Background: an optimization exercise with open tools, aiming at small area, a short achievable clock period and few clock cycles per item. Do not read the settings as production practice.
No functional check of the RTL was part of any run shown here.

**design/flow/design.v**
```verilog
module pxit_cksum (
  input             clk,
  input             rst,           
  input             cfg_valid,
  output            cfg_ready,
  input      [31:0] cfg_seeds,
  input             in_valid,
  output            in_ready,
  input       [7:0] in_data,
  output reg        out_valid,
  output     [31:0] out_cksum,     
  output reg        out_ok,
  output     [31:0] poly
);
  localparam PKTSIZE = 337;
  localparam NDATA   = PKTSIZE - 4;    
  function automatic [7:0] xtime(input [7:0] a);
    xtime = {a[6:0], 1'b0} ^ (a[7] ? 8'h87 : 8'h00);
  endfunction
  reg        in_ready_r, cfg_ready_r;
  reg        configured, busy;
  reg  [1:0] step;
  reg  [8:0] cnt;            
  reg  [7:0] d_r;            
  reg        v_r;            
  reg        c_first;        
  reg        c_ck;           
  reg        g_d;            
  reg        uniform;        
  assign in_ready  = in_ready_r;
  assign cfg_ready = cfg_ready_r;
  wire take    = in_valid && in_ready_r;
  wire cfg_acc = cfg_valid && cfg_ready_r;
  wire cnt0    = (cnt == 9'd0);
  wire cntck   = (cnt >= NDATA);
  wire cntlast = (cnt == PKTSIZE - 1);
  wire busy_n       = cfg_acc || (busy && step != 2'd2);
  wire configured_n = !cfg_acc && (configured || (busy && step == 2'd2));
  always @(posedge clk) begin
    if (take)
      d_r <= in_data;
    if (take)
      uniform <= cnt0 || (uniform && (in_data == d_r));
    if (rst) begin
      in_ready_r  <= 1'b0;
      cfg_ready_r <= 1'b1;
      configured  <= 1'b0;
      busy        <= 1'b0;
      step        <= 2'd0;
      cnt         <= 9'd0;
      v_r         <= 1'b0;
      c_first     <= 1'b0;
      c_ck        <= 1'b0;
      g_d         <= 1'b0;
      out_valid   <= 1'b0;
    end else begin
      configured  <= configured_n;
      busy        <= busy_n;
      step        <= cfg_acc ? 2'd0 : step + {1'b0, busy};
      in_ready_r  <= configured_n && !busy_n;
      cfg_ready_r <= !busy_n && !take && cnt0;
      if (take)
        cnt <= cntlast ? 9'd0 : cnt + 9'd1;
      v_r         <= take;
      c_first     <= take && cnt0;
      c_ck        <= take && cntck;
      g_d         <= take && !cntck;
      out_valid   <= c_ck && cnt0;    
    end
  end
  reg  [7:0] p0, p1, p2, p3;
  reg  [7:0] w0, w1, w2, w3;
  reg        match;          
  assign poly      = {p3, p2, p1, p0};
  assign out_cksum = {w0, w1, w2, w3};
  wire       g_w0 = !(c_first || c_ck);
  wire [7:0] m = (w0 & {8{g_w0}}) ^ (d_r & {8{g_d}});
  wire [7:0] mx [0:7];
  wire [63:0] mxc;
  assign mx[0] = m;
  genvar j;
  generate
    for (j = 1; j < 8; j = j + 1) begin : g_x
      assign mx[j] = xtime(mx[j-1]);
    end
  endgenerate
  genvar k, b;
  generate
    for (j = 0; j < 8; j = j + 1) begin : g_j
      for (b = 0; b < 8; b = b + 1) begin : g_b
        assign mxc[8*b + j] = mx[j][b];
      end
    end
  endgenerate
  wire [31:0] feed = {w1 & {8{!c_first}}, w2 & {8{!c_first}}, w3 & {8{!c_first}},
                      w0 & {8{c_ck}}};
  wire [31:0] pk   = {p3, p2, p1, p0};
  wire [31:0] mp;            
  wire [31:0] wn = feed ^ mp;    
  generate
    for (k = 0; k < 4; k = k + 1) begin : g_k
      for (b = 0; b < 8; b = b + 1) begin : g_b
        pxit_cksum_dot u_dot (.c(pk[8*k +: 8]), .v(mxc[8*b +: 8]), .y(mp[8*k + b]));
      end
    end
  endgenerate
  wire       eq_w = (d_r == w0);
  always @(posedge clk) begin
    if (cfg_acc) begin
      p3 <= 8'd0;
      p2 <= 8'd0;
      p1 <= 8'd1;
      p0 <= cfg_seeds[7:0];
    end else if (busy) begin
      p3 <= p2 ^ mp[31:24];
      p2 <= p1 ^ mp[23:16];
      p1 <= p0 ^ mp[15:8];
      p0 <= mp[7:0];
    end
    if (cfg_acc) begin
      w0 <= cfg_seeds[15:8];
      w1 <= cfg_seeds[23:16];
      w2 <= cfg_seeds[31:24];
    end else if (v_r || busy) begin
      w0 <= wn[31:24];
      w1 <= wn[23:16];
      w2 <= wn[15:8];
      w3 <= wn[7:0];
    end
    if (c_ck)
      match <= (cnt == NDATA + 1 || match) && eq_w;    
    out_ok <= match && eq_w && !uniform;
  end
endmodule
module pxit_cksum_dot (
  input  [7:0] c,
  input  [7:0] v,
  output       y
);
  assign y = ^(c & v);
endmodule
```
**design/flow/flow/run.sh**
```bash
#!/bin/bash
# The standard layout, with the ports buffered by plain buffers instead of the
# delay buffers buffer_ports picks by default.
set -euo pipefail
export BUFFER_PORTS_ARGS="-buffer_cell sky130_fd_sc_hd__buf_1"
bash standard.sh finish > standard.log 2>&1
```
**design/flow/standard.sh**
```bash
#!/bin/bash
# synth_recipe.tcl (not shown) runs the flow's synth.tcl, then flattens the netlist and writes it again
# the make line also repeats each setting of config.mk as NAME=value (left out here)
make -C /OpenROAD-flow-scripts/flow DESIGN_CONFIG=/design/flow/config.mk WORK_HOME=/design/flow/orfs CLKGATE_MAP_FILE= SYNTH_SCRIPT=/design/flow/synth_recipe.tcl "${@:-finish}"
```
**design/flow/config.mk**
```make
export PLATFORM = sky130hd
export DESIGN_NAME = pxit_cksum
export DESIGN_NICKNAME = pxit_cksum
export VERILOG_FILES = /design/flow/design.v
export SDC_FILE = /design/flow/constraint.sdc
export NUM_CORES = 4
export LEC_CHECK = 0
export CAP_MARGIN = 20
export CORE_MARGIN = 2
export CORE_UTILIZATION = 30
export PLACE_DENSITY = 0.5
export SLEW_MARGIN = 20
export SYNTH_HIERARCHICAL = 1
export SYNTH_MINIMUM_KEEP_SIZE = 0
```
**design/flow/constraint.sdc**
```tcl
create_clock -name core_clock -period 15.0 [get_ports {clk}]
set_input_delay 3.0000 -clock core_clock [delete_from_list [all_inputs] [get_ports {clk}]]
set_output_delay 3.0000 -clock core_clock [all_outputs]
set_load 0.01 [all_outputs]
```
==> results of run 1 <==
==> cell families (layout without fill, tap and decap cells) <==
family                     count (synthesis)  in the layout
xor gates and xnor gates                 327            327
buffers and inverters                     37            146
DFF                                       95             95
AOI/OAI and AO/OA                         65             65
adders and majority gates                  5              5
muxes                                      8              8
and+or+nand+nor                          407            407
==> cell type report <==
type | count | share of cell area, %
sequential | 95 | 27.3
clock inverter | 6 | 0.427
clock buffer | 10 | 2.61
timing repair buffer | 117 | 5.25
tap | 330 | 4.70
inverter | 13 | 0.555
multi-input combinational | 812 | 59.1
==> per-layer routing <==
metal	wire length (µm)	GRT usage (%)
met4	336	4.11
met1	12000	26.4
met2	11200	29.8
met3	1100	3.19
met5	0	0
==> flip-flops by register name (all words and copies together) (netlist names), 2 cells and up <==
name / cells
step: 2
p0: 8
w2: 8
p2: 8
p3: 8
p1: 8
w0: 8
cnt: 9
w1: 8
d_r: 8
w3: 8
==> Yosys cell counts (2+ instances only) <==
cell type,count,area share [%]
a21oi_1,7,0.45
nand2_1,309,15
nor3b_1,8,0.78
nand4_1,3,0.24
xnor2_1,267,30
ha_1,5,0.81
xor2_1,54,6.1
inv_1,12,0.58
clkbuf_1,22,1.1
a31oi_1,2,0.16
nor2_1,37,1.8
o21ai_0,29,1.9
nor2b_1,24,1.9
and2_1,3,0.24
mux2_2,8,1.2
nand3_1,3,0.19
or3_1,3,0.24
a211oi_1,23,2.2
xor2_2,2,0.42
or2_2,2,0.16
nor4_1,3,0.24
dfxtp_1,45,12
xnor3_2,2,0.62
nor3_1,7,0.45
nor3b_2,3,0.49
edfxtp_1,50,19
==> modules after synthesis (local to each module, per instance) <==
module,flops+latches,copies in the design,area (µm²)
pxit_cksum_dot,0,32,91.3
pxit_cksum,95,1,4800
==> critical path, stage by stage, from the launching register on <==
cell     delay, ns
dfxtp_1       0.75
nor3b_2       0.13
xnor2_2       0.62
xnor3_2       0.61
xnor3_2       0.51
xnor2_1       0.62
nand2_1       0.14
xnor2_1       0.23
xnor2_1       0.12
xnor2_1       0.37
xnor2_1       0.17
a21oi_1       0.08
or2_2         0.31
==> through the flow <==
step / instance area [µm²] / hold slack [ns] / std cells / utilization (%)
finish: 8790 / 0.468 / 1383 / 34.8
global route: 8790 / 0.491 / 1383 / 34.8
CTS: 8790 / 0.465 / 1383 / 34.8
detailed placement: 8520 / 0.454 / 1367 / 33.7
global placement: 8520 / 0.458 / 1367 / 33.7
floorplan: 7730 / 0.415 / 944 / -
==> path summary, 6_finish.rpt <==
kind	startpoint	end	slack, ns	cells past startpoint
min reg2reg	uniform	out_ok	0.47	1
max reg2reg	c_ck	p1[0]	10.22	12
max	c_ck	p1[0]	10.22	12
min	uniform	out_ok	0.47	1
==> flow_summary.json, run 1 <==
{
  "die_h_um": 164,
  "wl_per_cell_um": 17.8,
  "die_w_um": 164,
  "multi_input_area_mm2": 0.00519,
  "portBuffers": 111,
  "groute.usage.overall_pct": 18.7,
  "viasPerCell": 4.71,
  "muxShareOfSynthArea_pct": 1.17,
  "grt_max_degree": 88,
  "pin_count": 112,
  "worst_slack_ns": 10.22,
  "nFillCells": 2689,
  "ys_types": 37,
  "firstDrtPassIters": 5,
  "diodes": 0,
  "grt_pass1_vias": 6183,
  "finalSetupViolCount": 0,
  "cts_tree": "yes",
  "worstPathRequired_ns": 15.25,
  "synth-adder-area-share_pct": 0.810,
  "tightest_slew_ns": 1.02,
  "async_reset_ff_share_pct": 0,
  "rsz0062_at_grt": "no",
  "maxSlewViolCount": 0,
  "post-place-ws_ns": 10.03,
  "synth_top_family_by_area": "XOR/XNOR gates",
  "synth-simple-area-share_pct": 22.0,
  "wl_mm": 24.7,
  "clock_latency_ns": 0.36,
  "cp-end-kind": "flop",
  "holdBufCountCts": 0,
  "finClkSkew_ns": 0.0113,
  "hold_viol": 0,
  "hpwl_mm": 18.1,
  "path_class": "reg2reg",
  "synth-edff-count": 50,
  "htree_levels": 3,
  "outcome": "no timing/DRC/antenna violations",
  "syn_nets": 993,
  "crit_path_max_fanout": 18,
  "seq_area_mm2": 0.00240,
  "period_needed_ns": 4.78,
  "die-area_mm2": 0.0271,
  "fin_setup_tns_ns": 0,
  "cts_root_buffer": "clkbuf_16",
  "ys_seq_elements": 95,
  "rows": 58,
  "first_iter_violations": 408,
  "synth_xor_area_share_pct": 37.9,
  "seq_area_frac_synth_pct": 31.1,
  "synth_compound_area_share_pct": 5.13,
  "cts_num_sinks": 95,
  "dr_total_vias": 6520,
  "clockBufferDepth": 2,
  "overflow": 0,
  "ant_nets": 0,
  "grt_pass1_wl_mm": 37.8,
  "numCtsBuffers": 9,
  "gp_congestion": 0.810,
  "cts_setup_buffers": 0,
  "arrival_ns": 5.02,
  "synth_warnings": 7,
  "synth_area_mm2": 0.00773,
  "final_cell_mix": "309 x nand2_1, 265 x xnor2_1, 111 x buf_1, 54 x xor2_1, 50 x edfxtp_1",
  "critPathLaunchType": "flop",
  "start_util_pct": 30.6,
  "cap_violations": 0,
  "fmax_mhz": 209,
  "cts_resized": 0,
  "clkTransAtPathRegs_ns": 0.07,
  "postSynthCellCount": 944,
  "drive_gt1_share_pct": 4.37,
  "antenna_found_initial": 0,
  "synth_ff_type": "edfxtp_1",
  "coreArea_mm2": 0.0253,
  "final_common_cell": "nand2_1",
  "synth_area_per_cell_um2": 8.18,
  "post-route-period-util_pct": 31.8,
  "syn2layout_area_growth_pct": 13.7,
  "drc_errors": 0,
  "hold_class": "reg2reg",
  "nets": 1097,
  "slew-limit-headroom_pct": 31.8
}
==> run 2: changes to the inputs <==
==> design/flow/flow/run.sh (replaced) <==
#!/bin/bash
# The standard layout, with the ports buffered by plain buffers instead of the
# delay buffers buffer_ports picks by default.
set -euo pipefail
export BUFFER_PORTS_ARGS="-buffer_cell sky130_fd_sc_hd__buf_2"
bash standard.sh finish > standard.log 2>&1
==> run 2 against run 1 <==
Against the previous run: via count about the same; critical path type unchanged; sequential share of layout area decreased by 0.50 points; final cell count unchanged; flip-flop and latch count unchanged; critical path depth unchanged; routed wire length increased by 0.57%; register-to-register slack got worse by 0.02 ns; still clean; fmax decreased by 0.44%; first-iteration DRC count increased by 1.2%; utilization increased by 0.65 points.
==> flow_summary.json, run 2 <==
{
  "clkTransAtPathRegs_ns": 0.07,
  "crit_path_frequent_cell": "xnor2_1",
  "viasPerCell": 4.72,
  "first_iter_violations": 413,
  "crit_buf_inv": 0,
  "cp-end-kind": "flop",
  "critPathLaunchType": "flop",
  "dp_cells": 1367,
  "min_to": "out_ok",
  "arrival_ns": 5.04,
  "synth-edff-count": 50,
  "yosys.cell_count.top_type": "nand2_1",
  "groute.usage.overall_pct": 18.8,
  "clock_latency_ns": 0.36,
  "cts_num_sinks": 95,
  "synth_warnings": 7,
  "start_util_pct": 30.6,
  "die-area_mm2": 0.0271,
  "ys_types": 37,
  "die_w_um": 164,
  "worst_slack_ns": 10.20,
  "crit_path_max_fanout": 18,
  "synth_area_mm2": 0.00773,
  "synth_ff_type": "edfxtp_1",
  "slowest_stage": "dfxtp_1",
  "coreArea_mm2": 0.0253,
  "finalSetupViolCount": 0,
  "post-place-ws_ns": 10.02,
  "drc_errors": 0,
  "hp-start": "uniform",
  "period_needed_ns": 4.80,
  "overflow": 0,
  "firstDrtPassIters": 5,
  "tightest_slew_ns": 1.06,
  "syn2layout_area_growth_pct": 15.9,
  "pin_count": 112,
  "slew-limit-headroom_pct": 29.5,
  "yosys-top-cells-area": "xnor2_1 30%, edfxtp_1 19%, nand2_1 15%",
  "cts_tree": "yes",
  "ant_nets": 0,
  "finClkSkew_ns": 0.00839,
  "diodes": 0,
  "fmax_mhz": 208,
  "final_common_cell": "nand2_1",
  "rows": 58,
  "synth_area_per_cell_um2": 8.18,
  "r2r_start": "c_ck",
  "maxSlewViolCount": 0,
  "nets": 1097,
  "die_h_um": 164,
  "antenna_found_initial": 0,
  "path_class": "reg2reg",
  "grt_max_degree": 88,
  "path_delay_family": "XOR/XNOR gates",
  "hold_class": "reg2reg",
  "final_cell_area_mm2": 0.00895,
  "async_reset_ff_share_pct": 0,
  "place_area_mm2": 0.00866,
  "cp_slowest_stage_delay_ns": 0.75,
  "ys_seq_elements": 95,
  "cts_resized": 0,
  "yosysTopAreaCell": "xnor2_1",
  "postSynthCellCount": 944,
  "grt_pass1_wl_mm": 38.0,
  "r2r-end": "p1[0]",
  "syn_nets": 993,
  "path_cells": "nor3b_2 > xnor2_2 > xnor3_2 > xnor3_2 > xnor2_1 > nand2_1 > xnor2_1 > xnor2_1 > xnor2_1 > xnor2_1 > a21oi_1 > or2_2",
  "reg2reg_depth": 12,
  "worstPathRequired_ns": 15.25,
  "gp_congestion": 0.801,
  "htree_levels": 3,
  "cts_setup_buffers": 0,
  "rsz0062_at_grt": "no",
  "portBuffers": 111,
  "wl_per_cell_um": 17.9,
  "post-route-period-util_pct": 32.0,
  "dr_total_vias": 6525,
  "final_cell_mix": "309 x nand2_1, 265 x xnor2_1, 111 x buf_2, 54 x xor2_1, 50 x edfxtp_1",
  "drive_gt1_share_pct": 14.9,
  "fin_setup_tns_ns": 0,
  "grt_pass1_vias": 6139,
  "cap_violations": 0,
  "synth_common_cells": "309 x nand2_1, 267 x xnor2_1, 54 x xor2_1, 50 x edfxtp_1, 45 x dfxtp_1",
  "finalNonFillerCells": 1383,
  "outcome": "no timing/DRC/antenna violations",
  "largest_reg_flops": 9,
  "seq_area_frac_synth_pct": 31.1,
  "hpwl_mm": 18.1,
  "cts_root_buffer": "clkbuf_16",
  "hold_viol": 0,
  "holdBufCountCts": 0,
  "min_path_cells": 1,
  "registers.top_by_ff_count": "cnt",
  "yosysTopAreaCellShare_pct": 30.3,
  "numCtsBuffers": 9,
  "wl_mm": 24.8,
  "clockBufferDepth": 2,
  "ff2ff_setup_slack_ns": 10.20
}
## run 2: cell counts after synthesis
Identical to the previous run, type by type.
## run 2: cell families after synthesis
| logic type | after synthesis | share of synthesized area [%] |
|---|---|---|
| adder cells (fa/ha/maj) | 5 | 0.810 |
| multiplexers | 8 | 1.17 |
| AO/OA/AOI/OAI | 65 | 5.13 |
| AND/OR/NAND/NOR | 407 | 22.0 |
| buffers and inverters | 37 | 1.91 |
| XOR/XNOR | 327 | 37.9 |
| flip-flops | 95 | 31.1 |
## run 2: per-stage QoR
| stage | utilization, % | hold slack (ns) |
|---|---|---|
| after floorplan | - | 0.415 |
| after global placement | 34.3 | 0.459 |
| final | 35.4 | 0.477 |
| after detailed placement | 34.3 | 0.461 |
| after CTS | 35.4 | 0.471 |
| after global routing | 35.4 | 0.493 |
## run 2: layer usage
layer	share of wire [%]	vias up	track usage [%]
met5	0	-	0
met2	45	155	29.5
li1	-	3215	-
met4	1.4	0	3.99
met3	4.0	22	2.79
met1	49	3133	27.3
## run 2: worst register-to-register path, cell delays in order, from the launching register on
cell and delay [ns]:
dfxtp_1 0.75, nor3b_2 0.13, xnor2_2 0.65, xnor3_2 0.62, xnor3_2 0.51, xnor2_1 0.63, nand2_1 0.14, xnor2_1 0.22
xnor2_1 0.12, xnor2_1 0.36, xnor2_1 0.17, a21oi_1 0.08, or2_2 0.30
## run 2: cell type report
class,instances,area [µm²]
timing repair buffer,117,601
fill,2682,16300
tap,330,413
sequential,95,2400
multi-input combinational,812,5190
clock buffer,11,254
inverter,13,48.8
clock inverter,5,37.5
## run 2: how the worst max path moves through the flow
stage / from / end / slack [ns] / cells past startpoint
6_report: c_ck / p1[0] / 10.20 / 12
5_1_grt: c_ck / w2[2] / 9.86 / 12
3_3_place_gp: cfg_valid / w1[4] / 9.65 / 4
2_1_floorplan: cfg_valid / w0[0] / 10.41 / 4
4_1_cts: c_ck / p1[0] / 10.20 / 12
3_5_place_dp: cfg_valid / w1[4] / 10.02 / 4
## run 2: modules after synthesis, one instance, submodules excluded
module	cell area (µm²)	flops+latches
pxit_cksum	4800	95
pxit_cksum_dot	91.3	0

==> static timing again, ports no longer ideal <==
No port has a modelled driver above. Below, the same layouts with a new extraction and two added sets of constraints.
Step 1 assumes that a clkbuf_16 drives the clock port and a buf_2 every other input.
Step 2 times the ports against the registers' clock, not the clock port: input delays grow and output delays shrink by t, the midpoint of the rising clock arrivals with the driver on.
Three values: ideal, step 1, step 2; two values: the first two.
run | t (ns) | setup slack, ns | hold slack, ns
run 1 | 0.400 | 10.223 / 10.223 / 10.031 | 0.468 / 0.468 / 0.468
run 2 | 0.401 | 10.202 / 10.202 / 10.030 | 0.477 / 0.477 / 0.477
After both steps every run listed still meets setup and hold. For run 1, which loses most, drivers alone change the setup slack by 0.000 ns; drivers and shift together by -0.192 ns.
